This is an optimization exercise on Yosys and OpenROAD, whose aim is small area, a short achievable clock period and few clock cycles, not a production implementation. At most, simulation tests tie the RTL to the original design; equivalence was not proved. No functional check of the RTL was part of runs 1 to 4. No activity file was given, so power comes from the tool's default toggle rates.

File: flow/run.sh
#!/bin/bash
# Standard synthesis and layout, with two changes: the port buffers are
# buf_4 cells, and repair_timing aims at a setup margin of 7.5 ns, so that it
# also works on paths that already meet the 12 ns clock.
set -euo pipefail
bash standard.sh synth > synth.log 2>&1
bash standard.sh SETUP_SLACK_MARGIN=7.5 "BUFFER_PORTS_ARGS=-buffer_cell sky130_fd_sc_hd__buf_4" finish > layout.log 2>&1
File: standard.sh
#!/bin/bash
# synth_recipe.tcl (not shown) runs the flow's synth.tcl, then flattens the netlist and writes it again
# the make line also repeats each setting of config.mk as NAME=value (left out here)
make -C /OpenROAD-flow-scripts/flow DESIGN_CONFIG=/design/flow/config.mk WORK_HOME=/design/flow/orfs CLKGATE_MAP_FILE= SYNTH_SCRIPT=/design/flow/synth_recipe.tcl "${@:-finish}"
File: config.mk
export PLATFORM = sky130hd
export DESIGN_NAME = lxe
export DESIGN_NICKNAME = lxe
export VERILOG_FILES = /design/flow/design.v
export SDC_FILE = /design/flow/constraint.sdc
export NUM_CORES = 4
export LEC_CHECK = 0
export CAP_MARGIN = 20
export CORE_MARGIN = 2
export CORE_UTILIZATION = 40
export PLACE_DENSITY = 0.6
export SLEW_MARGIN = 20
File: constraint.sdc
create_clock -name core_clock -period 12.0 [get_ports {clk}]
set_input_delay 2.4000 -clock core_clock [delete_from_list [all_inputs] [get_ports {clk}]]
set_output_delay 2.4000 -clock core_clock [all_outputs]
set_load 0.01 [all_outputs]
File: design.v
module lxe (
    input  wire        clk,
    input  wire        rst,         
    input  wire        bus_valid,
    input  wire        bus_write,
    input  wire [5:0]  bus_addr,
    input  wire [31:0] bus_wdata,
    output wire        bus_ready,
    output reg         bus_rvalid,
    output reg  [31:0] bus_rdata
);
    localparam [5:0] A_CMD    = 6'h00;
    localparam [5:0] A_STATUS = 6'h04;
    localparam [5:0] A_EINFO  = 6'h08;
    localparam [5:0] A_K0     = 6'h10;
    localparam [5:0] A_K1     = 6'h14;
    localparam [5:0] A_K2     = 6'h18;
    localparam [5:0] A_K3     = 6'h1C;
    localparam [5:0] A_V0     = 6'h20;
    localparam [5:0] A_V1     = 6'h24;
    localparam [5:0] A_OPA    = 6'h28;
    localparam [5:0] A_OPB    = 6'h2C;
    localparam [5:0] A_RES    = 6'h30;
    localparam [5:0] A_CRC    = 6'h34;
    localparam [31:0] DEC_START = 32'hE3779B90;    
    localparam [7:0] OP_CRC_INIT = 8'h01;
    localparam [7:0] OP_CRC_UPD  = 8'h02;
    localparam [7:0] OP_AND32    = 8'h10;
    localparam [7:0] OP_OR32     = 8'h11;
    localparam [7:0] OP_XOR32    = 8'h12;
    localparam [7:0] OP_SHL32    = 8'h13;
    localparam [7:0] OP_SHR32    = 8'h14;
    localparam [7:0] OP_SWAP     = 8'h18;
    localparam [7:0] OP_SWAPBP   = 8'h19;
    localparam [7:0] OP_XTEA_ENC = 8'h20;
    localparam [7:0] OP_XTEA_DEC = 8'h21;
    localparam [7:0] OP_KEY_CLR  = 8'h22;
    localparam [7:0] OP_CLRERR   = 8'h7F;
    localparam [3:0] E_ILLEGAL_CMD    = 4'd1;
    localparam [3:0] E_BAD_ADDR       = 4'd2;
    localparam [3:0] E_RO_WRITE       = 4'd3;
    localparam [3:0] E_KEY_NOT_LOADED = 4'd4;
    reg [31:0] k0, k1, k2, k3;
    reg [31:0] ra, rb;           
    reg        vsw;
    reg [31:0] opa, opb;
    reg [31:0] res;
    reg [15:0] crc;
    reg [3:0]  krdy;
    reg        err;
    reg [3:0]  ecode;
    reg [31:0] einfo;
    reg        rdy;
    reg        busy;
    reg        dec;
    reg [4:0]  cnt;              
    reg [1:0]  kidx_r;           
    reg        rst_q;            
    reg [31:0] sk_r;             
    assign bus_ready = rdy;
    wire accept = bus_valid && rdy;
    wire exec   = accept;
    wire        rq_w = bus_write;
    wire [5:0]  rq_a = bus_addr;
    wire [31:0] rq_d = bus_wdata;
    function [15:0] crc16_step;
        input [15:0] c;
        input [7:0]  b;
        integer i;
        reg [15:0] x;
        begin
            x = c ^ {8'h00, b};
            for (i = 0; i < 8; i = i + 1) begin
                if (x[0])
                    x = (x >> 1) ^ 16'hA001;
                else
                    x = x >> 1;
            end
            crc16_step = x;
        end
    endfunction
    function [7:0] rev8;
        input [7:0] x;
        integer i;
        begin
            for (i = 0; i < 8; i = i + 1)
                rev8[i] = x[7 - i];
        end
    endfunction
    function [31:0] rev32;
        input [31:0] x;
        integer i;
        begin
            for (i = 0; i < 32; i = i + 1)
                rev32[i] = x[31 - i];
        end
    endfunction
    wire [7:0]  opc = rq_d[7:0];
    wire [7:0]  arg = rq_d[15:8];
    wire [15:0] rsv = rq_d[31:16];
    wire misaligned = (rq_a[1:0] != 2'b00);
    wire reserved   = (rq_a == 6'h0C) || (rq_a == 6'h38) || (rq_a == 6'h3C);
    wire bad_addr   = misaligned || reserved;
    wire ro_write   = rq_w && ((rq_a == A_STATUS) || (rq_a == A_EINFO) ||
                               (rq_a == A_RES)    || (rq_a == A_CRC));
    wire is_cmd     = rq_w && (rq_a == A_CMD);
    reg legal;
    always @(*) begin
        if (rsv != 16'h0000)
            legal = 1'b0;
        else begin
            case (opc)
                OP_CRC_UPD, OP_SWAP: legal = 1'b1;
                OP_CRC_INIT, OP_AND32, OP_OR32, OP_XOR32, OP_SHL32, OP_SHR32,
                OP_SWAPBP, OP_XTEA_ENC, OP_XTEA_DEC, OP_KEY_CLR, OP_CLRERR:
                    legal = (arg == 8'h00);
                default: legal = 1'b0;
            endcase
        end
    end
    wire is_xtea     = (opc == OP_XTEA_ENC) || (opc == OP_XTEA_DEC);
    wire illegal_cmd = is_cmd && !legal;
    wire key_missing = is_cmd && legal && is_xtea && (krdy != 4'b1111);
    reg        raise;
    reg [3:0]  raise_code;
    reg [31:0] raise_info;
    always @(*) begin
        raise      = 1'b1;
        raise_code = 4'd0;
        raise_info = 32'h0;
        if (bad_addr) begin
            raise_code = E_BAD_ADDR;
            raise_info = {23'h0, rq_w, 2'b00, rq_a};
        end else if (ro_write) begin
            raise_code = E_RO_WRITE;
            raise_info = {23'h0, 1'b1, 2'b00, rq_a};
        end else if (illegal_cmd) begin
            raise_code = E_ILLEGAL_CMD;
            raise_info = rq_d;
        end else if (key_missing) begin
            raise_code = E_KEY_NOT_LOADED;
            raise_info = rq_d;
        end else begin
            raise = 1'b0;
        end
    end
    wire cmd_ok = exec && is_cmd && legal && !(is_xtea && (krdy != 4'b1111));
    wire [31:0] v0_q = (vsw || busy) ? rb : ra;
    wire [31:0] v1_q = (vsw && !busy) ? ra : rb;
    reg [31:0] read_data;
    always @(*) begin
        case (rq_a)
            A_STATUS: read_data = {20'h0, krdy, err ? ecode : 4'h0, 3'b000, err};
            A_EINFO:  read_data = err ? einfo : 32'h0;
            A_K0:     read_data = krdy[0] ? k0 : 32'h0;
            A_K1:     read_data = krdy[1] ? k1 : 32'h0;
            A_K2:     read_data = krdy[2] ? k2 : 32'h0;
            A_K3:     read_data = krdy[3] ? k3 : 32'h0;
            A_V0:     read_data = v0_q;
            A_V1:     read_data = v1_q;
            A_OPA:    read_data = opa;
            A_OPB:    read_data = opb;
            A_RES:    read_data = res;
            A_CRC:    read_data = {16'h0, crc};
            default:  read_data = 32'h0;
        endcase
    end
    wire        is_swap   = opc[3];              
    wire        sh_right  = opc[2] | opc[3];     
    wire        sw16      = opc[0] || (arg == 8'd16);
    wire        sw24      = !opc[0] && (arg == 8'd24);
    wire        sw32      = !opc[0] && (arg == 8'd32);
    wire [4:0]  sh_amt    = is_swap ? {sw16, sw24, 3'b000} : opb[4:0];
    wire        sh_zero   = is_swap ? !(sw16 || sw24 || sw32) : (opb[31:5] != 27'h0);
    wire [31:0] sh_in     = is_swap ? {rev8(opa[31:24]), rev8(opa[23:16]),
                                       rev8(opa[15:8]),  rev8(opa[7:0])} :
                            opc[2]  ? rev32(opa) : opa;
    wire [31:0] sh1       = sh_amt[0] ? {sh_in[30:0], 1'b0}  : sh_in;
    wire [31:0] sh2       = sh_amt[1] ? {sh1[29:0], 2'b00}   : sh1;
    wire [31:0] sh3       = sh_amt[2] ? {sh2[27:0], 4'h0}    : sh2;
    wire [31:0] sh4       = sh_amt[3] ? {sh3[23:0], 8'h00}   : sh3;
    wire [31:0] sh_out    = sh_amt[4] ? {sh4[15:0], 16'h0000} : sh4;
    wire [31:0] sh_res    = sh_zero ? 32'h0 : (sh_right ? rev32(sh_out) : sh_out);
    reg [31:0] util_res;
    always @(*) begin
        case (opc[3:0])
            4'h0:    util_res = opa & opb;
            4'h1:    util_res = opa | opb;
            4'h2:    util_res = opa ^ opb;
            default: util_res = sh_res;
        endcase
    end
    wire is_util = (opc[7:4] == 4'h1);
    wire start     = cmd_ok && is_xtea;
    wire start_dec = opc[0];
    wire do_swap   = start && (vsw != start_dec);
    function [33:0] step_rom;
        input [5:0] dj;
        begin
            case (dj)
                6'd0 : step_rom = {2'd0, 32'h00000000};
                6'd1 : step_rom = {2'd3, 32'h9E3779B9};
                6'd2 : step_rom = {2'd1, 32'h9E3779B9};
                6'd3 : step_rom = {2'd2, 32'h3C6EF372};
                6'd4 : step_rom = {2'd2, 32'h3C6EF372};
                6'd5 : step_rom = {2'd1, 32'hDAA66D2B};
                6'd6 : step_rom = {2'd3, 32'hDAA66D2B};
                6'd7 : step_rom = {2'd0, 32'h78DDE6E4};
                6'd8 : step_rom = {2'd0, 32'h78DDE6E4};
                6'd9 : step_rom = {2'd0, 32'h1715609D};
                6'd10: step_rom = {2'd1, 32'h1715609D};
                6'd11: step_rom = {2'd3, 32'hB54CDA56};
                6'd12: step_rom = {2'd2, 32'hB54CDA56};
                6'd13: step_rom = {2'd2, 32'h5384540F};
                6'd14: step_rom = {2'd3, 32'h5384540F};
                6'd15: step_rom = {2'd1, 32'hF1BBCDC8};
                6'd16: step_rom = {2'd0, 32'hF1BBCDC8};
                6'd17: step_rom = {2'd0, 32'h8FF34781};
                6'd18: step_rom = {2'd1, 32'h8FF34781};
                6'd19: step_rom = {2'd0, 32'h2E2AC13A};
                6'd20: step_rom = {2'd2, 32'h2E2AC13A};
                6'd21: step_rom = {2'd3, 32'hCC623AF3};
                6'd22: step_rom = {2'd3, 32'hCC623AF3};
                6'd23: step_rom = {2'd2, 32'h6A99B4AC};
                6'd24: step_rom = {2'd0, 32'h6A99B4AC};
                6'd25: step_rom = {2'd1, 32'h08D12E65};
                6'd26: step_rom = {2'd1, 32'h08D12E65};
                6'd27: step_rom = {2'd1, 32'hA708A81E};
                6'd28: step_rom = {2'd2, 32'hA708A81E};
                6'd29: step_rom = {2'd0, 32'h454021D7};
                6'd30: step_rom = {2'd3, 32'h454021D7};
                6'd31: step_rom = {2'd3, 32'hE3779B90};
                6'd32: step_rom = {2'd3, 32'hE3779B90};
                6'd33: step_rom = {2'd3, 32'h454021D7};
                6'd34: step_rom = {2'd0, 32'h454021D7};
                6'd35: step_rom = {2'd2, 32'hA708A81E};
                6'd36: step_rom = {2'd1, 32'hA708A81E};
                6'd37: step_rom = {2'd1, 32'h08D12E65};
                6'd38: step_rom = {2'd1, 32'h08D12E65};
                6'd39: step_rom = {2'd0, 32'h6A99B4AC};
                6'd40: step_rom = {2'd2, 32'h6A99B4AC};
                6'd41: step_rom = {2'd3, 32'hCC623AF3};
                6'd42: step_rom = {2'd3, 32'hCC623AF3};
                6'd43: step_rom = {2'd2, 32'h2E2AC13A};
                6'd44: step_rom = {2'd0, 32'h2E2AC13A};
                6'd45: step_rom = {2'd1, 32'h8FF34781};
                6'd46: step_rom = {2'd0, 32'h8FF34781};
                6'd47: step_rom = {2'd0, 32'hF1BBCDC8};
                6'd48: step_rom = {2'd1, 32'hF1BBCDC8};
                6'd49: step_rom = {2'd3, 32'h5384540F};
                6'd50: step_rom = {2'd2, 32'h5384540F};
                6'd51: step_rom = {2'd2, 32'hB54CDA56};
                6'd52: step_rom = {2'd3, 32'hB54CDA56};
                6'd53: step_rom = {2'd1, 32'h1715609D};
                6'd54: step_rom = {2'd0, 32'h1715609D};
                6'd55: step_rom = {2'd0, 32'h78DDE6E4};
                6'd56: step_rom = {2'd0, 32'h78DDE6E4};
                6'd57: step_rom = {2'd3, 32'hDAA66D2B};
                6'd58: step_rom = {2'd1, 32'hDAA66D2B};
                6'd59: step_rom = {2'd2, 32'h3C6EF372};
                6'd60: step_rom = {2'd2, 32'h3C6EF372};
                6'd61: step_rom = {2'd1, 32'h9E3779B9};
                6'd62: step_rom = {2'd3, 32'h9E3779B9};
                6'd63: step_rom = {2'd0, 32'h00000000};
                default: step_rom = 34'h0;
            endcase
        end
    endfunction
    wire [33:0] rom_now   = step_rom({dec, cnt});
    wire [33:0] rom_after = step_rom({start ? start_dec : dec, cnt + 5'd1});
    reg [31:0] ksel;
    always @(*) begin
        case (kidx_r)
            2'd0: ksel = k0;
            2'd1: ksel = k1;
            2'd2: ksel = k2;
            default: ksel = k3;
        endcase
    end
    wire [31:0] k3_dec0 = k3 + DEC_START;
    wire [31:0] sk_next = start ? (opc[0] ? k3_dec0 : k0) : (rom_now[31:0] + ksel);
    wire [31:0] mx_t  = ((rb << 4) ^ (rb >> 5)) + rb;
    wire [31:0] mx    = mx_t ^ (sk_r ^ {32{dec}});
    wire [31:0] nb    = ra + mx + {31'h0, dec};
    wire fwd_next = busy && (cnt == 5'd31) && bus_valid && !bus_write &&
                    ((bus_addr == A_V0) || (bus_addr == A_V1)) &&
                    ((bus_addr == A_V0) ^ vsw);
    wire wr_ok = exec && rq_w && !raise;
    always @(posedge clk) begin
        bus_rdata <= read_data;
        rst_q     <= rst;
        if (busy || start) begin
            sk_r   <= sk_next;
            kidx_r <= rom_after[33:32];
        end
        if (start)
            dec <= start_dec;
        if (rst) begin
            busy <= 1'b0; cnt <= 5'h0;
            rdy <= 1'b0;
            bus_rvalid <= 1'b0;
        end else begin
            rdy  <= fwd_next || !(start || (busy && cnt != 5'd0));
            bus_rvalid <= accept;
            if (busy) begin
                if (cnt == 5'd0)
                    busy <= 1'b0;        
                else
                    cnt  <= cnt + 5'd1;
            end
            if (start) begin
                busy <= 1'b1;
                cnt  <= 5'd1;
            end
        end
        if (busy) begin
            ra <= rb;
            rb <= nb;
        end else if (rst_q) begin
            ra <= 32'h0; rb <= 32'h0; vsw <= 1'b0;
        end else begin
            if (do_swap) begin
                ra  <= rb;
                rb  <= ra;
                vsw <= !vsw;
            end
            if (wr_ok && rq_a == A_V0) begin
                if (vsw) rb <= rq_d; else ra <= rq_d;
            end
            if (wr_ok && rq_a == A_V1) begin
                if (vsw) ra <= rq_d; else rb <= rq_d;
            end
        end
        if (wr_ok) begin
            case (rq_a)
                A_K0: k0 <= rq_d;
                A_K1: k1 <= rq_d;
                A_K2: k2 <= rq_d;
                A_K3: k3 <= rq_d;
                default: ;
            endcase
        end
        if (exec && raise && !err) begin
            ecode <= raise_code;
            einfo <= raise_info;
        end
        if (rst_q) begin
            opa <= 32'h0; opb <= 32'h0;
            res <= 32'h0;
            crc <= 16'h0;
            krdy <= 4'h0;
            err <= 1'b0;
        end else begin
            if (exec && raise && !err)
                err <= 1'b1;
            if (wr_ok) begin
                case (rq_a)
                    A_K0: krdy[0] <= 1'b1;
                    A_K1: krdy[1] <= 1'b1;
                    A_K2: krdy[2] <= 1'b1;
                    A_K3: krdy[3] <= 1'b1;
                    A_OPA: opa <= rq_d;
                    A_OPB: opb <= rq_d;
                    default: ;
                endcase
            end
            if (cmd_ok) begin
                case (opc)
                    OP_CRC_INIT: crc <= 16'h0000;
                    OP_CRC_UPD:  crc <= crc16_step(crc, arg);
                    OP_KEY_CLR:  krdy <= 4'h0;
                    OP_CLRERR:   err  <= 1'b0;
                    default: ;
                endcase
                if (is_util)
                    res <= util_res;
            end
        end
    end
endmodule
==> key figures, run 1 <==
Status
  • Outcome: finished clean

Die
  • Die W: roughly 280 um
  • CORE AREA: about 76000 um^2
  • I/O pin total: between 70 and 80
  • Die outline area: slightly below 80000 um^2
  • Initial Util: roughly two fifths
  • Site Rows: between 100 and 150
  • DIE HEIGHT: approximately 280 um

Min path
  • End point of the worst hold path: res[3]
  • Hold Path Cell Cnt: 2
  • Hold Path Class: flip-flop to flip-flop
  • HP Start: res[3]

Global routing
  • GRT Residual Overflow: 0
  • Largest net degree at the start of global routing: 77
  • GRT Resource Usage Total: roughly a third
  • Vias in the first global route: 27900
  • First-pass GRT wire length: just under 200000 um
  • Antenna violations before repair: 7

Synth
  • Syn_nets: about 3700
  • Area contributors post-synth: edfxtp_1 19%, dfxtp_1 15%, ha_1 7.2%
  • Synth warn: 1
  • Netlist cell types: 90
  • Yosys top cell by area: edfxtp_1
  • Yosys reg bits: around 420
  • Seq/Total Area, Yosys: between 30% and 40%
  • Count leader, synth: nand2_1
  • Main synth FF type: dfxtp_1
  • Post-synth top area share: 19.4%
  • Number of synthesized flops with an enable pin: around 200
  • Synth cell count leaders: 455 x nand2_1, 260 x a21oi_1, 223 x dfxtp_1
  • Post-synthesis area per instance: a little under 9 um^2
  • Ys async rst share: 0%
  • Cells after Synth: approximately 3500
  • Synth Cell Area: between 30000 and 40000 um^2

Placement
  • Port-buffer cells: 75
  • Worst slack at placement: 5.19 ns
  • Routability congestion estimate: about 1
  • Post-DP HPWL: between 80000 and 90000 um
  • Placed inst area: between 30000 and 40000 um^2

STA
  • Final slew viol count: 0
  • Fin crit period: 4.85 ns
  • Slew Limit Headroom: between 10% and 20%
  • RSZ-0062 raised after global routing: yes
  • Setup WS post-layout: about 7 ns
  • Clock Skew: roughly 0.037 ns
  • Final-report hold violation count: 0
  • Worst-margin pin slew: between 1 and 1.5 ns
  • Setup TNS: 0 ns
  • Final setup vio count: 0
  • Achievable Freq: between 0.2 and 0.25 GHz
  • Final period util: between 40% and 50%

Final layout
  • Final core utilization: roughly 55%
  • Final Instance Area: around 42000 um^2
  • Fraction of layout cells with a size suffix above 1: a little under a third
  • Area delta synth->final: 35.8%
  • Net count, final: 3955

Critical path
  • Crit path max-delay cell type: or3_4
  • Kind of start point of the critical path: input pin
  • Reg2reg setup slack: ~7.3 ns
  • Critical Path RT: 12.35 ns
  • Most frequent CP cell: buf_4
  • Setup crit end kind: flip-flop
  • FF-to-FF End: rb[24]
  • Worst flop-to-flop path startpoint: rb[3]
  • Worst-path cell chain: buf_4, inv_1, o21ai_0, a221oi_4, o41ai_4, buf_4, nand4b_4, buf_6, or3_4, buf_12, mux2i_4, inv_2, o2111ai_4, o31ai_4
  • Crit path largest cell delay: 0.35 ns
  • Type of the worst setup path: input pin to flip-flop
  • Crit Path Max Fanout: 15
  • Arr. time, crit path: between 5 and 6 ns
  • R2R cell count: 19

Drt
  • Residual DRC count: 0
  • 1st-pass router iterations: 6
  • DRT Wirelength: ~150000 um
  • Avg WL per Cell: 30.6 um
  • Mean number of vias per cell: between 6 and 7
  • Detailed-route via count: around 32000
  • Antenna-violating nets left: 0
  • Initial detailed-routing violation count: about 4300

Clock network
  • Deepest clock path buffer count: 3
  • H-tree depth: 2
  • Clock Pin Slew Worst Setup and Hold Paths: approximately 0.070 ns
  • TritonCTS clock tree: built
  • Total CTS buffers: between 40 and 50
  • Clk Tree Root Cell: clkbuf_16
  • Worst skew pair latency: approximately 0.63 ns
  • # clock sinks: roughly 420
  • Hold-fix buffers, CTS: 0

Job
  • Maxcap violations: 0

Pwr
  • Max IR drop VDD: approximately 0.00011 V
  • Total power: between 3000 and 4000 uW
  • P_leak: around 0.016 uW
  • PwrDens: between 80 and 90 nW/um^2
==> metrics by stage <==
step	hold slack, ns	cells
finish	0.506	4751
global route	0.505	4750
CTS	0.457	4599
detailed placement	0.448	4315
global placement	0.442	4313
floorplan	0.431	3459
==> cell usage in the layout, fill, tap and decap left out, types with 75 or more instances in the layout <==
cell type and n:
nand2_1 360, clkbuf_16 75, buf_4 247, edfxtp_1 198, a21oi_2 97, o21ai_1 81
o21ai_0 81, inv_1 104, mux2i_1 134, xnor2_1 151, nor2_1 166, ha_1 162
buf_6 75, dfxtp_1 198, a22oi_1 88, a21oi_1 158
==> timing repair <==
item / CTS / global route
pin swaps: 94 / 206
endpoints found under the setup margin: 453 / 426
buffers inserted: 148 / 114
cloned: 47 / 36
hold endpoints to repair: 0 / 0
resized for setup: 364 / 516
==> cells by family after synthesis <==
kind of cell / Yosys count / synth area share [%]
flip-flops: 421 / 34.0
multiplexers: 230 / 9.70
buffers and inverters: 367 / 4.82
AND/OR/NAND/NOR: 995 / 14.7
XOR/XNOR: 225 / 6.48
AO/OA/AOI/OAI: 1040 / 22.8
adder cells (fa/ha/maj): 181 / 7.50
==> power by group <==
part	switching, uW	leakage, uW	internal, uW
Clock	689	0.000862	977
Sequential	6.18	0.00364	1500
Combinational	151	0.0114	81.0
Total	847	0.0159	2560
==> worst max-delay path: cells and delay by family <==
family                 cells  cell delay [ns]
multiplexers               1             0.27
AO/OA/AOI/OAI              5             0.91
AND/OR/NAND/NOR            2             0.50
buffers and inverters      6             1.09
==> final cells by class <==
class                      count  area (um^2)
fill                        6473        34300
multi-input combinational   2683        21700
sequential                   421        10500
timing repair buffer         464         5940
clock buffer                  64         1430
tap                          978         1220
inverter                     114          452
clock inverter                25          344
antenna                        2         5.00
==> per-layer routing <==
layer | GRT usage [%] | wire (um) | vias to the layer above | part of all wire [%]
li1 | - | - | 13400 | -
met1 | 43.5 | 52700 | 15200 | 36
met2 | 51.4 | 62600 | 2365 | 43
met3 | 6.23 | 17500 | 637 | 12
met4 | 16.5 | 12400 | 4 | 8.5
met5 | 0 | 29 | - | 0.020
==> worst max path at each step <==
stage            startpoint         to  cells after the start
2_1_floorplan  bus_wdata[2]   ecode[0]                      8
3_5_place_dp   bus_wdata[3]     rb[24]                     11
5_1_grt        bus_wdata[5]  kidx_r[1]                     14
3_3_place_gp   bus_wdata[1]    opa[28]                     12
6_report       bus_wdata[5]  kidx_r[1]                     14
4_1_cts        bus_wdata[3]     ra[31]                     15
==> run 2, diff against run 1 <==
--- a/design.v
+++ b/design.v
@@ -285,7 +285,7 @@
     wire fwd_next = busy && (cnt == 5'd31) && bus_valid && !bus_write &&
                     ((bus_addr == A_V0) || (bus_addr == A_V1)) &&
                     ((bus_addr == A_V0) ^ vsw);
-    wire wr_ok = exec && rq_w && !raise;
+    wire wr_ok = exec && rq_w;
     always @(posedge clk) begin
         bus_rdata <= read_data;
         rst_q     <= rst;
@@ -340,7 +340,7 @@
                 default: ;
             endcase
         end
-        if (exec && raise && !err) begin
+        if (exec && !err) begin
             ecode <= raise_code;
             einfo <= raise_info;
         end
==> flow/run.sh (replaced) <==
#!/bin/bash
# Standard synthesis and layout, with two changes: the port buffers are
# buf_2 cells, and repair_timing aims at a setup margin of 7.5 ns, so that it
# also works on paths that already meet the 12 ns clock.
set -euo pipefail
bash standard.sh synth > synth.log 2>&1
bash standard.sh SETUP_SLACK_MARGIN=7.5 "BUFFER_PORTS_ARGS=-buffer_cell sky130_fd_sc_hd__buf_2" finish > layout.log 2>&1
==> run 2 against run 1 <==
Against the previous run:
- cell area shrank 11%
- synthesized cell count down 0.87%
- sequential power about the same
- setup slack improved by 0.22 ns
- wire length down 9.5%
- area after synthesis barely moved
- non-clock buffer count is 169 lower
- flip-flop and latch count stayed put
- global-route usage is 1.8 points lower
- critical path type unchanged
==> key figures, run 2 <==
Global routing
  • GRT Residual Overflow: 0 (unchanged)
  • Antenna violations before repair: 7 (unchanged)
  • Vias in the first global route: 26800 (-3.7%)
  • GRT Resource Usage Total: 31.1% (-1.8 points)
  • Largest net degree at the start of global routing: 72 (-6.5%)
  • First-pass GRT wire length: 183000 um (-4.7%)

Critical path
  • Kind of start point of the critical path: input pin
  • R2R cell count: 17 (-2)
  • Type of the worst setup path: input pin to flip-flop
  • Reg2reg setup slack: 7.43 ns (+0.17 ns)
  • Arr. time, crit path: 5.17 ns (-0.03 ns)
  • Critical Path RT: 12.55 ns (+0.20 ns)
  • Setup crit end kind: flip-flop
  • FF-to-FF End: rb[31]
  • Worst flop-to-flop path startpoint: rb[10]
  • Crit Path Max Fanout: 7 (-8)

Pwr
  • PwrDens: 90.6 nW/um^2 (+11%)
  • Max IR drop VDD: 0.000104 V (-2.3%)
  • P_leak: 0.0137 uW (-14%)

Drt
  • Initial detailed-routing violation count: 4357 (+0.69%)
  • DRT Wirelength: 131000 um (-9.5%)
  • Antenna-violating nets left: 0 (unchanged)
  • Mean number of vias per cell: 6.55 (-1.5%)
  • Avg WL per Cell: 28.8 um (-5.6%)
  • 1st-pass router iterations: 12 (+6)
  • Detailed-route via count: 29900 (-5.5%)
  • Residual DRC count: 0 (unchanged)

Final layout
  • Register Area: 10500 um^2 (about the same)
  • Post-route insts no fill: 4558 (-4.1%)
  • Commonest non-fill, non-tap cells in the layout: 385 x nand2_1, 221 x a21oi_1, 198 x edfxtp_1
  • Fill count: 7105 (+9.8%)
  • Commonest non-fill, non-tap cell in the layout: nand2_1
  • Net count, final: 3759 (-5.0%)
  • Footprint of the multi-input gates: 20300 um^2 (-6.6%)
  • Fraction of layout cells with a size suffix above 1: 20.6% (-9.7 points)
  • Area delta synth->final: 21.1%
  • Final Instance Area: 37100 um^2 (-11%)

STA
  • Worst-margin pin slew: 1.11 ns (-0.0994 ns)
  • Final slew viol count: 0 (unchanged)
  • Setup TNS: 0 ns (unchanged)
  • Worst hold slack: 0.468 ns (-0.0377 ns)
  • Clock Skew: 0.0256 ns (-0.0110 ns)
  • Final period util: 38.6% (-1.8 points)
  • Fin crit period: 4.63 ns (-0.222 ns)
  • Achievable Freq: 0.216 GHz (+4.8%)
  • Final-report hold violation count: 0 (unchanged)
  • Slew Limit Headroom: 25.8% (+6.5 points)
  • Final setup vio count: 0 (unchanged)
  • RSZ-0062 raised after global routing: yes

Synth
  • Syn_nets: 3652 (-0.81%)
  • Synth warn: 1 (unchanged)
  • Synth cell count leaders: 394 x nand2_1, 251 x a21oi_1, 223 x dfxtp_1
  • Netlist cell types: 83 (-7.8%)
  • Ys async rst share: 0% (unchanged)
  • Seq/Total Area, Yosys: 34.0% (about the same)
  • Area contributors post-synth: edfxtp_1 19%, dfxtp_1 15%, ha_1 7.2%
  • Number of synthesized flops with an enable pin: 198 (unchanged)
  • Synth Cell Area: 30600 um^2 (about the same)
  • Post-synth top area share: 19.4% (about the same)
  • Yosys reg bits: 421 (unchanged)
  • Post-synthesis area per instance: 8.93 um^2 (+0.91%)
  • Yosys top cell by area: edfxtp_1
  • Count leader, synth: nand2_1
  • Cells after Synth: 3429 (-0.87%)
  • Main synth FF type: dfxtp_1

Clock network
  • # clock sinks: 421 (unchanged)
  • Clk Tree Root Cell: clkbuf_16
  • Clock Pin Slew Worst Setup and Hold Paths: 0.06 ns (about the same)
  • Worst skew pair latency: 0.65 ns (+0.02 ns)
  • TritonCTS clock tree: built
  • H-tree depth: 2 (unchanged)
  • Deepest clock path buffer count: 3 (unchanged)
  • Total CTS buffers: 51 (+6.3%)

Min path
  • Hold Path Class: flip-flop to flip-flop
  • HP Start: res[15]
  • End point of the worst hold path: res[15]
  • Hold Path Cell Cnt: 2 (unchanged)

Placement
  • Placed inst area: 32000 um^2 (-0.13%)
  • Port-buffer cells: 75 (unchanged)
  • Post-DP HPWL: 87300 um (+2.8%)
  • Placed Cells incl. Taps: 4287 (-0.65%)
  • Routability congestion estimate: 0.993 (-0.81%)

Status
  • Outcome: finished clean

Job
  • Maxcap violations: 0 (unchanged)

Die
  • I/O pin total: 76 (unchanged)
  • Initial Util: 40.4% (about the same)
  • DIE HEIGHT: 281 um (about the same)
  • CORE AREA: 75800 um^2 (unchanged)
  • Die W: 281 um (about the same)
  • Site Rows: 101 (unchanged)
  • Die outline area: 78800 um^2 (about the same)
run 2: cell count changes after synthesis, sizes merged, moves of 12 or more:
cell,before,now
nand4,34,15
nand2,455,394
o21ai,209,221
a221o,11,32
nor3,61,81
a22o,51,67
nand3,54,81
a22oi,89,36
a222oi,29,68
run 2: layout make-up:
class / count / area share, %
antenna: 1 / 0.00675
clock buffer: 73 / 4.08
clock inverter: 23 / 0.678
inverter: 120 / 1.28
multi-input combinational: 2647 / 54.6
sequential: 421 / 28.3
tap: 978 / 3.30
timing repair buffer: 295 / 7.73
run 2: metal layers:
| metal | GRT usage [%] | up-vias | share of wire, % | wire [um] |
|---|---|---|---|---|
| met5 | 0 | - | 0.028 | 37 |
| met4 | 12.8 | 6 | 5.6 | 7380 |
| met3 | 6.35 | 394 | 12 | 15100 |
| met2 | 47.0 | 1950 | 43 | 56200 |
| met1 | 43.2 | 14400 | 40 | 52600 |
| li1 | - | 13100 | - | - |
run 2: cell families (layout without fill, tap and decap cells):
group                    after synthesis  count (layout)  share of synthesized area, %
flip-flops                           421             421                          34.0
other                                  0               1                             0
AO/OA/AOI/OAI                       1066            1066                          23.8
adder cells (fa/ha/maj)              181             181                          7.49
buffers and inverters                367             511                          4.67
multiplexers                         233             233                          9.87
XOR/XNOR                             217             217                          6.25
AND/OR/NAND/NOR                      944             950                          13.9
run 2: worst max-delay path by stage:
stage	start	to	slack [ns]	cells after the start
final	bus_wdata[8]	res[11]	7.37	13
after global routing	bus_wdata[8]	res[21]	7.32	13
after CTS	bus_wdata[2]	res[16]	7.34	11
after detailed placement	bus_wdata[3]	sk_r[29]	5.50	9
after global placement	bus_wdata[3]	sk_r[22]	5.60	9
after floorplan	bus_addr[5]	k0[0]	7.22	4
run 2: metrics by stage:
step	power, uW	worst slack, ns	util [%]
after floorplan	1640	7.22	-
after global placement	1710	5.60	42.1
after detailed placement	1710	5.50	42.1
after CTS	3340	7.34	46.2
after global routing	3430	7.32	48.9
final	3360	7.37	48.9
run 2: timing repair:
action                     CTS  global route
resized for setup          189           200
hold endpoints to repair     0             0
hold buffers                 0             0
pin swaps                   43            99
gates cloned                 6            22
buffers inserted            59            87
setup endpoints to repair  250           205
run 2: where the power goes:
part	leakage, uW	internal (uW)	switching [uW]	total, uW
sequential	0.00364	1500	8.25	1510
clock	0.000863	933	707	1640
combinational	0.00918	60.0	147	207
run 2: critical path, cell delays in order:
cell       delay [ns]
buf_16           0.12
or4_4            0.57
nor3_4           0.16
nand2_2          0.09
o31a_1           0.37
a2111oi_4        0.37
buf_4            0.20
buf_6            0.09
and2_4           0.22
buf_6            0.13
clkbuf_16        0.15
o311ai_1         0.11
a21oi_1          0.17
==> run 3, diff against run 2 <==
--- a/design.v
+++ b/design.v
@@ -50,6 +50,10 @@
     reg        err;
     reg [3:0]  ecode;
     reg [31:0] einfo;
+    reg        rq_v;
+    reg        rq_w;
+    reg [5:0]  rq_a;
+    reg [31:0] rq_d;
     reg        rdy;
     reg        busy;
     reg        dec;
@@ -59,10 +63,7 @@
     reg [31:0] sk_r;             
     assign bus_ready = rdy;
     wire accept = bus_valid && rdy;
-    wire exec   = accept;
-    wire        rq_w = bus_write;
-    wire [5:0]  rq_a = bus_addr;
-    wire [31:0] rq_d = bus_wdata;
+    wire exec   = rq_v && !busy;
     function [15:0] crc16_step;
         input [15:0] c;
         input [7:0]  b;
@@ -282,12 +283,18 @@
     wire [31:0] mx_t  = ((rb << 4) ^ (rb >> 5)) + rb;
     wire [31:0] mx    = mx_t ^ (sk_r ^ {32{dec}});
     wire [31:0] nb    = ra + mx + {31'h0, dec};
-    wire fwd_next = busy && (cnt == 5'd31) && bus_valid && !bus_write &&
-                    ((bus_addr == A_V0) || (bus_addr == A_V1)) &&
-                    ((bus_addr == A_V0) ^ vsw);
-    wire wr_ok = exec && rq_w;
+    wire rq_vread = rq_v && !rq_w && ((rq_a == A_V0) || (rq_a == A_V1));
+    wire rd_in_ra = (rq_a == A_V0) ^ vsw;        
+    wire fwd      = busy && (cnt == 5'd0) && rq_vread;
+    wire fwd_next = busy && (cnt == 5'd31) && rq_vread && !accept;
+    wire wr_ok = exec && rq_w && !raise;
     always @(posedge clk) begin
-        bus_rdata <= read_data;
+        if (accept) begin
+            rq_w <= bus_write;
+            rq_a <= bus_addr;
+            rq_d <= bus_wdata;
+        end
+        bus_rdata <= (fwd && !rd_in_ra) ? nb : read_data;
         rst_q     <= rst;
         if (busy || start) begin
             sk_r   <= sk_next;
@@ -297,11 +304,14 @@
             dec <= start_dec;
         if (rst) begin
             busy <= 1'b0; cnt <= 5'h0;
-            rdy <= 1'b0;
+            rq_v <= 1'b0;
+            rdy <= 1'b1;
             bus_rvalid <= 1'b0;
         end else begin
-            rdy  <= fwd_next || !(start || (busy && cnt != 5'd0));
-            bus_rvalid <= accept;
+            rq_v <= accept || (rq_v && busy && !fwd);
+            rdy  <= fwd_next || !((accept || (rq_v && busy && !fwd)) &&
+                                  ((busy && cnt != 5'd0) || start));
+            bus_rvalid <= exec || fwd;
             if (busy) begin
                 if (cnt == 5'd0)
                     busy <= 1'b0;        
@@ -340,7 +350,7 @@
                 default: ;
             endcase
         end
-        if (exec && !err) begin
+        if (exec && raise && !err) begin
             ecode <= raise_code;
             einfo <= raise_info;
         end
==> flow/run.sh (replaced) <==
#!/bin/bash
# Standard synthesis and layout, with two changes: the port buffers are
# buf_4 cells, and repair_timing aims at a setup margin of 7.5 ns, so that it
# also works on paths that already meet the 12 ns clock.
set -euo pipefail
bash standard.sh synth > synth.log 2>&1
bash standard.sh SETUP_SLACK_MARGIN=7.5 "BUFFER_PORTS_ARGS=-buffer_cell sky130_fd_sc_hd__buf_4" finish > layout.log 2>&1
==> run 3 against run 2 <==
Against the previous run:
- critical path type is now flip-flop to flip-flop
- utilization is 2.3 points lower
- via count fell by 0.92%
- clock skew is 0.010 ns higher
- critical endpoint is now rb[31]
- largest power group is now registers
- fmax shrank 2.2%
- power increased by 4.1%
- first-iteration DRC count is 16% lower
- cell area shrank 0.39%
- die area increased by 4.8%
==> key figures, run 3 <==
Clock network
  • TritonCTS clock tree: built
  • Deepest clock path buffer count: 3 (unchanged)
  • H-tree depth: 2 (unchanged)
  • Total CTS buffers: 54 (+5.9%)
  • Clock Pin Slew Worst Setup and Hold Paths: 0.07 ns (about the same)
  • Worst skew pair latency: 0.64 ns (about the same)
  • Clk Tree Root Cell: clkbuf_16
  • # clock sinks: 461 (+9.5%)

Placement
  • Routability congestion estimate: 1.04 (+4.5%)
  • Port-buffer cells: 75 (unchanged)
  • Post-DP HPWL: 87600 um (+0.35%)
  • Placed inst area: 33600 um^2 (+5.1%)
  • Worst slack at placement: 5.92 ns (+0.427 ns)

Final layout
  • Final Instance Area: 36900 um^2 (-0.39%)
  • Footprint of the multi-input gates: 20000 um^2 (-1.5%)
  • Net count, final: 3864 (+2.8%)
  • Area delta synth->final: 14.9%
  • Fraction of layout cells with a size suffix above 1: 15.7% (-5.0 points)
  • Commonest non-fill, non-tap cell in the layout: nand2_1
  • Register Area: 11700 um^2 (+11%)
  • Commonest non-fill, non-tap cells in the layout: 435 x nand2_1, 262 x a21oi_1, 237 x edfxtp_1
  • Fill count: 7592 (+6.9%)

STA
  • Slew Limit Headroom: 23.6% (-2.1 points)
  • Worst-margin pin slew: 1.14 ns (+0.0336 ns)
  • Achievable Freq: 0.211 GHz (-2.2%)
  • Worst hold slack: 0.465 ns (-0.00308 ns)
  • Final setup vio count: 0 (unchanged)
  • Fin crit period: 4.73 ns (+0.102 ns)
  • Clock Skew: 0.0358 ns (+0.0102 ns)
  • Final slew viol count: 0 (unchanged)
  • Final-report hold violation count: 0 (unchanged)
  • RSZ-0062 raised after global routing: yes
  • Setup TNS: 0 ns (unchanged)
  • Setup WS post-layout: 7.27 ns (-0.102 ns)
  • Final period util: 39.4% (+0.85 points)

Die
  • CORE AREA: 79300 um^2 (+4.5%)
  • DIE HEIGHT: 287 um (+2.4%)
  • Die W: 287 um (+2.4%)
  • Die outline area: 82600 um^2 (+4.8%)
  • Initial Util: 40.5% (+0.15 points)
  • Site Rows: 103 (+2.0%)
  • I/O pin total: 76 (unchanged)

Critical path
  • Crit path launch: rb[15]
  • Kind of start point of the critical path: flip-flop
  • Critical Path RT: 12.49 ns (-0.06 ns)
  • Arr. time, crit path: 5.22 ns (+0.05 ns)
  • Setup crit end kind: flip-flop
  • Worst flop-to-flop path startpoint: rb[15]
  • R2R cell count: 23 (+6)
  • Crit Path Max Fanout: 7 (unchanged)
  • Type of the worst setup path: flip-flop to flip-flop

Global routing
  • GRT Residual Overflow: 0 (unchanged)
  • Antenna violations before repair: 4 (-3)
  • Largest net degree at the start of global routing: 90 (+25%)
  • Vias in the first global route: 27300 (+1.9%)
  • First-pass GRT wire length: 181000 um (-1.5%)
  • GRT Resource Usage Total: 28.9% (-2.2 points)

Drt
  • Initial detailed-routing violation count: 3663 (-16%)
  • 1st-pass router iterations: 9 (-3)
  • Avg WL per Cell: 26.0 um (-10%)
  • Antenna-violating nets left: 0 (unchanged)
  • Detailed-route via count: 29600 (-0.92%)
  • DRT Wirelength: 123000 um (-6.4%)
  • Mean number of vias per cell: 6.24 (-4.7%)
  • Residual DRC count: 0 (unchanged)

Synth
  • Main synth FF type: edfxtp_1
  • Synth Cell Area: 32100 um^2 (+4.9%)
  • Area contributors post-synth: edfxtp_1 22%, dfxtp_1 14%, ha_1 6.9%
  • Yosys top cell by area: edfxtp_1
  • Ys async rst share: 0% (unchanged)
  • Yosys reg bits: 461 (+9.5%)
  • Seq/Total Area, Yosys: 36.1% (+2.1 points)
  • Cells after Synth: 3628 (+5.8%)
  • Post-synth top area share: 22.1% (+2.7 points)
  • Number of synthesized flops with an enable pin: 237 (+20%)
  • Netlist cell types: 85 (+2.4%)
  • Synth warn: 1 (unchanged)
  • Count leader, synth: nand2_1
  • Synth cell count leaders: 445 x nand2_1, 280 x a21oi_1, 237 x edfxtp_1
  • Syn_nets: 3852 (+5.5%)
  • Post-synthesis area per instance: 8.86 um^2 (-0.84%)

Status
  • Outcome: finished clean

Pwr
  • PwrDens: 94.7 nW/um^2 (+4.5%)
  • Max IR drop VDD: 0.000120 V (+16%)
  • P_leak: 0.0139 uW (+1.7%)
  • Total power: 3500 uW (+4.1%)

Min path
  • HP Start: res[17]
  • Hold Path Class: flip-flop to flip-flop
  • Hold Path Cell Cnt: 2 (unchanged)

Job
  • Maxcap violations: 0 (unchanged)
[run 3: changes by cell type after synthesis, moves of 23 or more]
| cell | before | now |
|---|---|---|
| o21ai_1 | 1 | 74 |
| nand2_1 | 394 | 445 |
| a221oi_1 | 20 | 63 |
| a222oi_1 | 68 | 27 |
| a22o_1 | 67 | 28 |
| edfxtp_1 | 198 | 237 |
| a221o_1 | 32 | 1 |
| clkbuf_1 | 189 | 219 |
| a21oi_1 | 251 | 280 |
| nor3_1 | 80 | 51 |
| nor2_1 | 202 | 227 |
| a22oi_1 | 36 | 59 |
[run 3: repair_timing]
item	CTS	global route
buffers inserted	44	43
endpoints found under the setup margin	295	235
endpoints found under the hold margin	0	0
resized for setup	108	119
hold buffers	0	0
pin swaps	39	65
[run 3: cell type report]
| type | instances | area share (%) |
|---|---|---|
| Tap cell | 1050 | 3.56 |
| Sequential cell | 461 | 31.6 |
| Antenna cell | 4 | 0.0271 |
| Clock buffer | 70 | 3.98 |
| Multi-Input combinational cell | 2774 | 54.0 |
| Timing Repair Buffer | 221 | 4.82 |
| Clock inverter | 32 | 0.701 |
| Inverter | 128 | 1.34 |
[run 3: cells by family (layout without fill, tap and decap cells)]
logic type	Yosys count	count (layout)	synth area share (%)
AO/OA/AOI/OAI	1100	1100	21.9
AND/OR/NAND/NOR	1025	1025	14.4
flip-flops	461	461	36.1
buffers and inverters	393	451	4.78
multiplexers	240	240	9.37
XOR/XNOR	227	227	6.23
adder cells (fa/ha/maj)	182	182	7.18
other	0	4	0
[run 3: metrics by stage]
step	instances	utilization (%)
after floorplan	3628	-
after global placement	4547	42.4
after detailed placement	4547	42.4
after CTS	4693	45.5
after global routing	4736	46.6
final	4740	46.6
[run 3: path summary, 6_finish.rpt]
| check | end | slack, ns |
|---|---|---|
| max | rb[31] | 7.27 |
| min | res[17] | 0.47 |
| max reg2reg | rb[31] | 7.27 |
| min reg2reg | res[17] | 0.47 |
[run 3: power breakdown]
| part | switching [uW] | internal, uW |
|---|---|---|
| Sequential | 28.2 | 1670 |
| Combinational | 110 | 51.4 |
| Clock | 711 | 929 |
[run 3: worst max-delay path: stages (launching register included)]
cell      delay [ns]
dfxtp_2         0.52
xor2_1          0.18
ha_1            0.32
a21o_1          0.24
nor3b_2         0.21
a21oi_2         0.10
o21ai_1         0.13
nand2b_1        0.08
a21oi_2         0.19
o21ai_2         0.12
or4_4           0.51
nand3_4         0.10
ha_4            0.21
a21oi_4         0.12
nand2b_1        0.09
a211o_1         0.26
a31oi_1         0.17
nor3_2          0.07
buf_4           0.16
a31oi_4         0.21
o221ai_2        0.13
a21oi_2         0.20
xnor2_2         0.14
o22ai_1         0.10
[run 3: routing by layer]
metal,GRT usage [%],share of wire [%]
met5,0,0
met4,10.5,3.9
met3,6.30,10
met2,43.7,44
met1,40.4,42
==> run 4, diff against run 3 <==
==> flow/run.sh (replaced) <==
#!/bin/bash
# Standard synthesis and layout, with two changes: the port buffers are
# buf_4 cells, and repair_timing aims at a setup margin of 7.75 ns, so that it
# also works on paths that already meet the 12 ns clock.
set -euo pipefail
bash standard.sh synth > synth.log 2>&1
bash standard.sh SETUP_SLACK_MARGIN=7.75 "BUFFER_PORTS_ARGS=-buffer_cell sky130_fd_sc_hd__buf_4" finish > layout.log 2>&1
==> run 4 against run 3 <==
Against the previous run:
- flip-flop and latch count did not move
- cell area rose by 1.9%
- critical path depth did not move
- sequential share of layout area fell by 0.56 points
- area after synthesis did not move
- utilization rose by 0.87 points
- clock skew rose by 0.0079 ns
- hold slack improved by 0.0074 ns
- clock-buffer cell count rose by 8
- fmax rose by 1.2%
- register-to-register slack improved by 0.05 ns
==> key figures, run 4 <==
Final layout
  • Net count, final: 3898 (+0.88%)
  • Fill count: 7620 (+0.37%)
  • # diodes: 0 (-4)
  • Final core utilization: 47.5% (+0.87 points)
  • Commonest non-fill, non-tap cell in the layout: nand2_1
  • Area delta synth->final: 17.1%
  • Post-route insts no fill: 4768 (+0.59%)
  • Final Instance Area: 37600 um^2 (+1.9%)
  • Fraction of layout cells with a size suffix above 1: 17.4% (+1.7 points)
  • Commonest non-fill, non-tap cells in the layout: 436 x nand2_1, 254 x a21oi_1, 237 x edfxtp_1

Critical path
  • Crit path max-delay cell type: or4_1
  • Most frequent CP cell: a21oi_2
  • Worst-path cell chain: xor2_1, ha_1, a21o_1, nor3b_2, a21oi_2, o21ai_1, nand2b_1, a21oi_2, o21ai_2, or4_1, nand3_2, ha_4, a21oi_2, nand2b_1, a211o_1, a31oi_2, nor3_2, buf_4, a31oi_4, o221ai_2, a21oi_2, xnor2_2, o22ai_1
  • Crit path max-delay family: compound AO/OA/AOI/OAI gates
  • WP buf/inv: 1 (unchanged)
  • Setup crit end kind: flip-flop
  • Kind of start point of the critical path: flip-flop
  • Arr. time, crit path: 5.17 ns (-0.05 ns)
  • Crit path largest cell delay: 0.49 ns (-0.03 ns)
  • Crit Path Max Fanout: 7 (unchanged)
  • Type of the worst setup path: flip-flop to flip-flop
  • Critical Path RT: 12.50 ns (about the same)

Global routing
  • Antenna violations before repair: 6 (+2)
  • Largest net degree at the start of global routing: 103 (+14%)
  • GRT Resource Usage Total: 29.4% (+0.47 points)
  • Vias in the first global route: 27100 (-0.96%)
  • First-pass GRT wire length: 182000 um (+0.84%)
  • GRT Residual Overflow: 0 (unchanged)

Clock network
  • # clock sinks: 461 (unchanged)
  • Worst skew pair latency: 0.65 ns (about the same)
  • TritonCTS clock tree: built
  • Total CTS buffers: 53 (-1.9%)
  • Clk Tree Root Cell: clkbuf_16
  • Hold-fix buffers, CTS: 0 (unchanged)
  • Clock Pin Slew Worst Setup and Hold Paths: 0.06 ns (about the same)
  • Deepest clock path buffer count: 3 (unchanged)
  • H-tree depth: 2 (unchanged)

Placement
  • Port-buffer cells: 75 (unchanged)
  • Placed Cells incl. Taps: 4553 (+0.13%)
  • Placed inst area: 33700 um^2 (+0.36%)
  • Routability congestion estimate: 0.977 (-5.9%)
  • Post-DP HPWL: 88700 um (+1.3%)

Synth
  • Synth cell count leaders: 445 x nand2_1, 280 x a21oi_1, 237 x edfxtp_1
  • Post-synth top area share: 22.1% (unchanged)
  • Number of synthesized flops with an enable pin: 237 (unchanged)
  • Seq/Total Area, Yosys: 36.1% (unchanged)
  • Cells after Synth: 3628 (unchanged)
  • Count leader, synth: nand2_1
  • Synth warn: 1 (unchanged)
  • Synth Cell Area: 32100 um^2 (unchanged)
  • Syn_nets: 3852 (unchanged)
  • Netlist cell types: 85 (unchanged)
  • Area contributors post-synth: edfxtp_1 22%, dfxtp_1 14%, ha_1 6.9%
  • Yosys reg bits: 461 (unchanged)
  • Yosys top cell by area: edfxtp_1
  • Post-synthesis area per instance: 8.86 um^2 (unchanged)
  • Ys async rst share: 0% (unchanged)
  • Main synth FF type: edfxtp_1

Drt
  • 1st-pass router iterations: 7 (-2)
  • Residual DRC count: 0 (unchanged)
  • Avg WL per Cell: 26.4 um (+1.7%)
  • Mean number of vias per cell: 6.27 (+0.53%)
  • Antenna-violating nets left: 0 (unchanged)
  • Initial detailed-routing violation count: 3836 (+4.7%)
  • DRT Wirelength: 126000 um (+2.3%)
  • Detailed-route via count: 29900 (+1.1%)

Status
  • Outcome: finished clean

Die
  • Site Rows: 103 (unchanged)
  • Die W: 287 um (unchanged)
  • CORE AREA: 79300 um^2 (unchanged)
  • Die outline area: 82600 um^2 (unchanged)
  • Initial Util: 40.5% (unchanged)
  • I/O pin total: 76 (unchanged)
  • DIE HEIGHT: 287 um (unchanged)

Pwr
  • Int Pwr: 2700 uW (+2.0%)
  • Power share of the clock group: 47.7% (+0.8 points)
  • Sequential Power Share: 47.5% (-1.0 points)
  • Total power: 3560 uW (+1.8%)
  • P_leak: 0.0143 uW (+2.7%)
  • Max IR drop VDD: 0.000120 V (-0.35%)
  • Switching share of power: 24.2% (-0.081 points)
  • Sw Pwr: 863 uW (+1.5%)
  • Logic pwr share: 4.8% (+0.2 points)
  • PwrDens: 94.7 nW/um^2 (about the same)

STA
  • Worst-margin pin slew: 1.17 ns (+0.0295 ns)
  • Fin crit period: 4.67 ns (-0.0542 ns)
  • RSZ-0062 raised after global routing: yes
  • Setup TNS: 0 ns (unchanged)
  • Clock Skew: 0.0436 ns (+0.00787 ns)
  • Final-report hold violation count: 0 (unchanged)
  • Achievable Freq: 0.214 GHz (+1.2%)
  • Final setup vio count: 0 (unchanged)
  • Slew Limit Headroom: 20.7% (-2.9 points)
  • Final slew viol count: 0 (unchanged)
  • Final period util: 39.0% (-0.45 points)

Job
  • Maxcap violations: 0 (unchanged)

Min path
  • Hold Path Class: flip-flop to flip-flop
## run 4: logic make-up (layout without fill, tap and decap cells)
family | count (synthesis) | count (layout) | synth area share [%]
AOI/OAI and AO/OA | 1100 | 1100 | 21.9
and+or+nand+nor | 1025 | 1025 | 14.4
DFF | 461 | 461 | 36.1
buffers and inverters | 393 | 483 | 4.78
muxes | 240 | 240 | 9.37
xor gates and xnor gates | 227 | 227 | 6.23
adders and majority gates | 182 | 182 | 7.18
## run 4: repair_timing
| item | 4_1_cts | 5_1_grt |
|---|---|---|
| setup endpoints to repair | 245 | 229 |
| gates cloned | 1 | 0 |
| setup buffers | 74 | 41 |
| hold endpoints to repair | 0 | 0 |
| resized for setup | 181 | 93 |
| pin swaps | 80 | 66 |
## run 4: stage by stage
stage,hold WS (ns),setup slack (ns)
after floorplan,0.432,7.42
after global placement,0.450,6.34
after detailed placement,0.458,6.25
after CTS,0.465,7.29
after global routing,0.486,7.15
final,0.473,7.33
## run 4: final cells by class
cell class | count | area [um^2] | share of cell area (%)
clock buffers | 78 | 1620 | 4.30
clock inverters | 21 | 183 | 0.486
inverters | 128 | 503 | 1.34
multi-input cells | 2774 | 20200 | 53.7
flip-flops and latches | 461 | 11700 | 31.0
well taps | 1050 | 1310 | 3.49
repair buffers | 256 | 2130 | 5.67
## run 4: final timing paths
check | startpoint | end | slack, ns | cells after the start
setup / recovery | rb[15] | rb[31] | 7.33 | 23
hold / removal | res[11] | res[11] | 0.47 | 2
setup reg to reg | rb[15] | rb[31] | 7.33 | 23
hold reg to reg | res[11] | res[11] | 0.47 | 2
## run 4: power groups by stage
stage	Sequential, uW	Combinational [uW]	Clock [uW]
final	1690	170	1700
after global routing	1690	178	1780
after CTS	1700	153	1720
after detailed placement	1740	147	0
after global placement	1730	147	0
after floorplan	1710	92.7	0
## run 4: worst register-to-register path: stages (launching register included)
cell and delay [ns]:
dfxtp_4 0.45, xor2_1 0.18, ha_1 0.33, a21o_1 0.24
nor3b_2 0.18, a21oi_2 0.10, o21ai_1 0.13, nand2b_1 0.08
a21oi_2 0.19, o21ai_2 0.09, or4_1 0.49, nand3_2 0.10
ha_4 0.20, a21oi_2 0.13, nand2b_1 0.09, a211o_1 0.30
a31oi_2 0.21, nor3_2 0.07, buf_4 0.17, a31oi_4 0.23
o221ai_2 0.13, a21oi_2 0.17, xnor2_2 0.15, o22ai_1 0.10
## run 4: metal layers
| layer | vias to the layer above | part of all wire, % | track usage (%) |
|---|---|---|---|
| met4 | 4 | 3.1 | 8.59 |
| met3 | 213 | 10 | 5.91 |
| met5 | - | 0.021 | 0 |
| li1 | 13500 | - | - |
| met2 | 1576 | 44 | 45.2 |
| met1 | 14600 | 42 | 41.5 |
==> run 5, diff against run 4 <==
--- a/design.v
+++ b/design.v
@@ -283,8 +283,8 @@
     wire [31:0] mx_t  = ((rb << 4) ^ (rb >> 5)) + rb;
     wire [31:0] mx    = mx_t ^ (sk_r ^ {32{dec}});
     wire [31:0] nb    = ra + mx + {31'h0, dec};
-    wire rq_vread = rq_v && !rq_w && ((rq_a == A_V0) || (rq_a == A_V1));
-    wire rd_in_ra = (rq_a == A_V0) ^ vsw;        
+    wire rq_vread = rq_v && !rq_w && ((rq_a == A_V0) || (rq_a == A_V1)) &&
+                    ((rq_a == A_V0) ^ vsw);
     wire fwd      = busy && (cnt == 5'd0) && rq_vread;
     wire fwd_next = busy && (cnt == 5'd31) && rq_vread && !accept;
     wire wr_ok = exec && rq_w && !raise;
@@ -294,7 +294,7 @@
             rq_a <= bus_addr;
             rq_d <= bus_wdata;
         end
-        bus_rdata <= (fwd && !rd_in_ra) ? nb : read_data;
+        bus_rdata <= read_data;
         rst_q     <= rst;
         if (busy || start) begin
             sk_r   <= sk_next;
==> flow/run.sh (replaced) <==
#!/bin/bash
# Standard synthesis and layout, with two changes: the port buffers are
# buf_4 cells, and repair_timing aims at a setup margin of 7.5 ns, so that it
# also works on paths that already meet the 12 ns clock.
set -euo pipefail
bash standard.sh synth > synth.log 2>&1
bash standard.sh SETUP_SLACK_MARGIN=7.5 "BUFFER_PORTS_ARGS=-buffer_cell sky130_fd_sc_hd__buf_1" finish > layout.log 2>&1
==> run 5 against run 4 <==
Against the previous run:
- still clean
- fmax down 0.11%
- power increased by 1.2%
- critical path type unchanged
- combinational power shrank 9%
- first-iteration DRC count increased by 2.0%
==> key figures, run 5 <==
Critical path
  • Crit path largest cell delay: 0.68 ns (+0.19 ns)
  • Critical Path RT: 12.49 ns (about the same)
  • FF-to-FF End: rb[31]
  • Setup crit end kind: flip-flop
  • Crit Path Max Fanout: 6 (-1)
  • Worst-path cell chain: xor2_1, ha_1, or2_2, or3_4, a31o_4, a311o_1, a21o_1, a21oi_2, xnor2_2, ha_1, a21o_1, a21oi_2, nor3b_4, o311ai_4, nand3_1, nand3_1, a311oi_2, xnor2_1, o22ai_1
  • Type of the worst setup path: flip-flop to flip-flop
  • R2R cell count: 19 (-17%)
  • Arr. time, crit path: 5.17 ns (about the same)
  • Reg2reg setup slack: 7.32 ns (about the same)
  • Worst flop-to-flop path startpoint: rb[15]
  • Crit path launch: rb[15]
  • Crit path max-delay cell type: dfxtp_1
  • Kind of start point of the critical path: flip-flop

Synth
  • Number of synthesized flops with an enable pin: 237 (unchanged)
  • Synth Cell Area: 31500 um^2 (-2.0%)
  • Synth warn: 1 (unchanged)
  • Post-synthesis area per instance: 9.06 um^2 (+2.3%)
  • Count leader, synth: nand2_1
  • Cells after Synth: 3477 (-4.2%)
  • Yosys reg bits: 461 (unchanged)
  • Netlist cell types: 88 (+3.5%)
  • Yosys top cell by area: edfxtp_1
  • Synth cell count leaders: 340 x nand2_1, 271 x a21oi_1, 237 x edfxtp_1
  • Area contributors post-synth: edfxtp_1 23%, dfxtp_1 14%, ha_1 7.1%
  • Ys async rst share: 0% (unchanged)
  • Seq/Total Area, Yosys: 36.8% (+0.73 points)
  • Syn_nets: 3701 (-3.9%)
  • Main synth FF type: edfxtp_1
  • Post-synth top area share: 22.6% (+0.45 points)

STA
  • Final period util: 39.0% (+0.044 points)
  • Final slew viol count: 0 (unchanged)
  • Clock Skew: 0.0536 ns (+0.0100 ns)
  • Final-report hold violation count: 0 (unchanged)
  • Worst hold slack: 0.477 ns (+0.00465 ns)
  • Achievable Freq: 0.214 GHz (-0.11%)
  • Setup TNS: 0 ns (unchanged)
  • Worst-margin pin slew: 1.03 ns (-0.142 ns)
  • Final setup vio count: 0 (unchanged)
  • Fin crit period: 4.68 ns (+0.00527 ns)
  • RSZ-0062 raised after global routing: yes
  • Slew Limit Headroom: 30.7% (+9.9 points)

Pwr
  • Int Pwr: 2740 uW (+1.5%)
  • Sw Pwr: 865 uW (+0.26%)
  • Switching share of power: 24.0% (-0.23 points)
  • Logic pwr share: 4.3% (-0.5 points)
  • P_leak: 0.0136 uW (-4.8%)
  • Sequential Power Share: 46.9% (-0.6 points)
  • PwrDens: 101 nW/um^2 (+6.4%)
  • Power share of the clock group: 48.8% (+1.1 points)
  • Max IR drop VDD: 0.000148 V (+24%)

Placement
  • Post-DP HPWL: 89400 um (+0.73%)
  • Routability congestion estimate: 0.980 (+0.34%)
  • Port-buffer cells: 75 (unchanged)

Clock network
  • # clock sinks: 461 (unchanged)
  • Total CTS buffers: 55 (+3.8%)
  • Hold-fix buffers, CTS: 0 (unchanged)
  • Deepest clock path buffer count: 3 (unchanged)
  • TritonCTS clock tree: built
  • Clock Pin Slew Worst Setup and Hold Paths: 0.06 ns (about the same)
  • H-tree depth: 2 (unchanged)
  • Worst skew pair latency: 0.65 ns (about the same)
  • Clk Tree Root Cell: clkbuf_16

Drt
  • Detailed-route via count: 29000 (-3.0%)
  • 1st-pass router iterations: 7 (unchanged)
  • Avg WL per Cell: 27.1 um (+2.7%)
  • Antenna-violating nets left: 0 (unchanged)
  • Met3 routed WL: 12500 um (-3.4%)
  • Met2 Routed Length: 53200 um (-4.4%)
  • DRT Wirelength: 124000 um (-1.4%)
  • Top sig layer: met4
  • Residual DRC count: 0 (unchanged)
  • Initial detailed-routing violation count: 3912 (+2.0%)
  • Mean number of vias per cell: 6.33 (+0.95%)
  • Met1 Wirelength: 51800 um (-3.0%)

Final layout
  • Net count, final: 3717 (-4.6%)
  • Fraction of layout cells with a size suffix above 1: 13.1% (-4.3 points)
  • # diodes: 0 (unchanged)
  • Area delta synth->final: 13.7%
  • Commonest non-fill, non-tap cell in the layout: nand2_1
  • Commonest non-fill, non-tap cells in the layout: 335 x nand2_1, 253 x a21oi_1, 237 x edfxtp_1

Min path
  • Hold Path Cell Cnt: 2 (unchanged)
  • End point of the worst hold path: res[13]
  • Hold Path Class: flip-flop to flip-flop
  • HP Start: res[13]

Die
  • Initial Util: 40.5% (about the same)
  • Die W: 285 um (-0.99%)
  • Die outline area: 81000 um^2 (-2.0%)
  • DIE HEIGHT: 285 um (-0.99%)
  • Site Rows: 102 (-0.97%)
  • I/O pin total: 76 (unchanged)
  • CORE AREA: 77700 um^2 (-1.9%)

Global routing
  • GRT Residual Overflow: 0 (unchanged)
  • GRT Resource Usage Total: 29.5% (+0.17 points)
  • First-pass GRT wire length: 181000 um (-0.47%)
  • Largest net degree at the start of global routing: 71 (-31%)
  • Vias in the first global route: 26600 (-1.9%)
  • Antenna violations before repair: 3 (-3)

Status
  • Outcome: finished clean

Job
  • Maxcap violations: 0 (unchanged)
==> run 5: cell count changes after synthesis, sizes merged, moves of 10 or more <==
cell,before,now
nand2,445,340
o21ai,307,218
clkbuf,219,178
nand3,94,132
and3,15,47
nor2,229,200
mux2i,167,139
buf,46,72
a22o,28,51
a211oi,38,55
a221oi,63,51
nand4,23,34
xnor2,151,140
o22ai,51,61
==> run 5: per-stage QoR <==
stage                     instances  power (uW)  instance area (um^2)  setup WS [ns]  utilization (%)
after floorplan                3477        1810                 31500           7.50                -
after global placement         4416        1870                 32700           6.69             42.1
after detailed placement       4417        1870                 32800           6.61             42.1
after CTS                      4551        3620                 35200           7.42             45.3
after global routing           4580        3690                 35800           7.14             46.1
final                          4580        3610                 35800           7.32             46.1
==> run 5: kinds of logic after synthesis <==
kind of cell    share of synthesized area, %
fa+ha+maj                               7.33
compound gates                          22.1
simple gates                            14.5
mux                                     8.17
buf+inv                                 4.88
flops                                   36.8
xor+xnor                                6.25
==> run 5: final cells by class <==
| cell class | instances | area [um^2] |
|---|---|---|
| fillers | 7486 | 41900 |
| multi-input cells | 2634 | 19000 |
| flip-flops and latches | 461 | 11700 |
| clock buffers | 75 | 1580 |
| repair buffers | 209 | 1410 |
| well taps | 1040 | 1300 |
| inverters | 132 | 508 |
| clock inverters | 29 | 312 |
==> run 5: worst max-delay path by stage <==
stage / endpoint / slack, ns
floorplan: sk_r[30] / 7.50
global placement: sk_r[30] / 6.69
detailed placement: sk_r[30] / 6.61
CTS: rb[31] / 7.42
global route: rb[31] / 7.14
finish: rb[31] / 7.32
==> run 5: critical path, delay by kind of cell (launching register included) <==
kind                     cells  cell delay, ns
XOR/XNOR                     3            0.38
adder cells (fa/ha/maj)      2            0.54
AO/OA/AOI/OAI                9            1.74
AND/OR/NAND/NOR              5            1.19
flip-flops                   1            0.68
==> run 5: repair_timing <==
action / CTS / global route
gates cloned: 0 / 2
setup buffers: 30 / 27
pin swaps: 30 / 36
setup endpoints to repair: 80 / 113
resized for setup: 86 / 82
==> run 5: power groups by stage <==
stage                     Sequential, uW  Clock (uW)  Combinational, uW
final                               1690        1760                155
after global placement              1730           0                148
after global routing                1690        1840                162
after floorplan                     1710           0               94.9
after detailed placement            1730           0                148
after CTS                           1690        1780                149
==> run 5: layer usage <==
metal | GRT usage [%] | vias to the layer above
met5 | 0 | -
met4 | 14.1 | 0
met3 | 5.68 | 262
met2 | 43.8 | 1654
met1 | 41.2 | 14100
li1 | - | 13000
Testbench counts of run 5, summed over its fixed seeds: cycles 50,476.

## port drivers added, routing unchanged
How much do the figures lean on ideal ports? The routed layouts below were timed once more, with nothing changed but the port constraints.
Step 1 assumes that a clkbuf_16 drives the clock port and a buf_2 every other input.
Step 2 also shifts input and output timing later by t, the mid clock arrival at the registers, as if the neighbouring blocks saw the same clock.
a / b / c = ideal / step 1 / step 2; a / b = the first two.
| run | shift t [ns] | slack for setup (ns) | cell pins on the clock port's net |
|---|---|---|---|
| run 1 | 0.686 | 7.152 / 7.149 / 6.463 | 1 |
| run 2 | 0.699 | 7.373 / 7.376 / 6.677 | 1 |
| run 3 | 0.684 | 7.271 / 7.271 / 7.271 | 1 |
| run 4 | 0.700 | 7.325 / 7.325 / 7.325 | 1 |
| run 5 | 0.685 | 7.320 / 7.320 / 7.320 | 1 |
After both steps setup and hold are still met in every run listed. For run 2, which loses most, drivers alone change the setup slack by +0.003 ns; drivers and shift together by -0.696 ns.
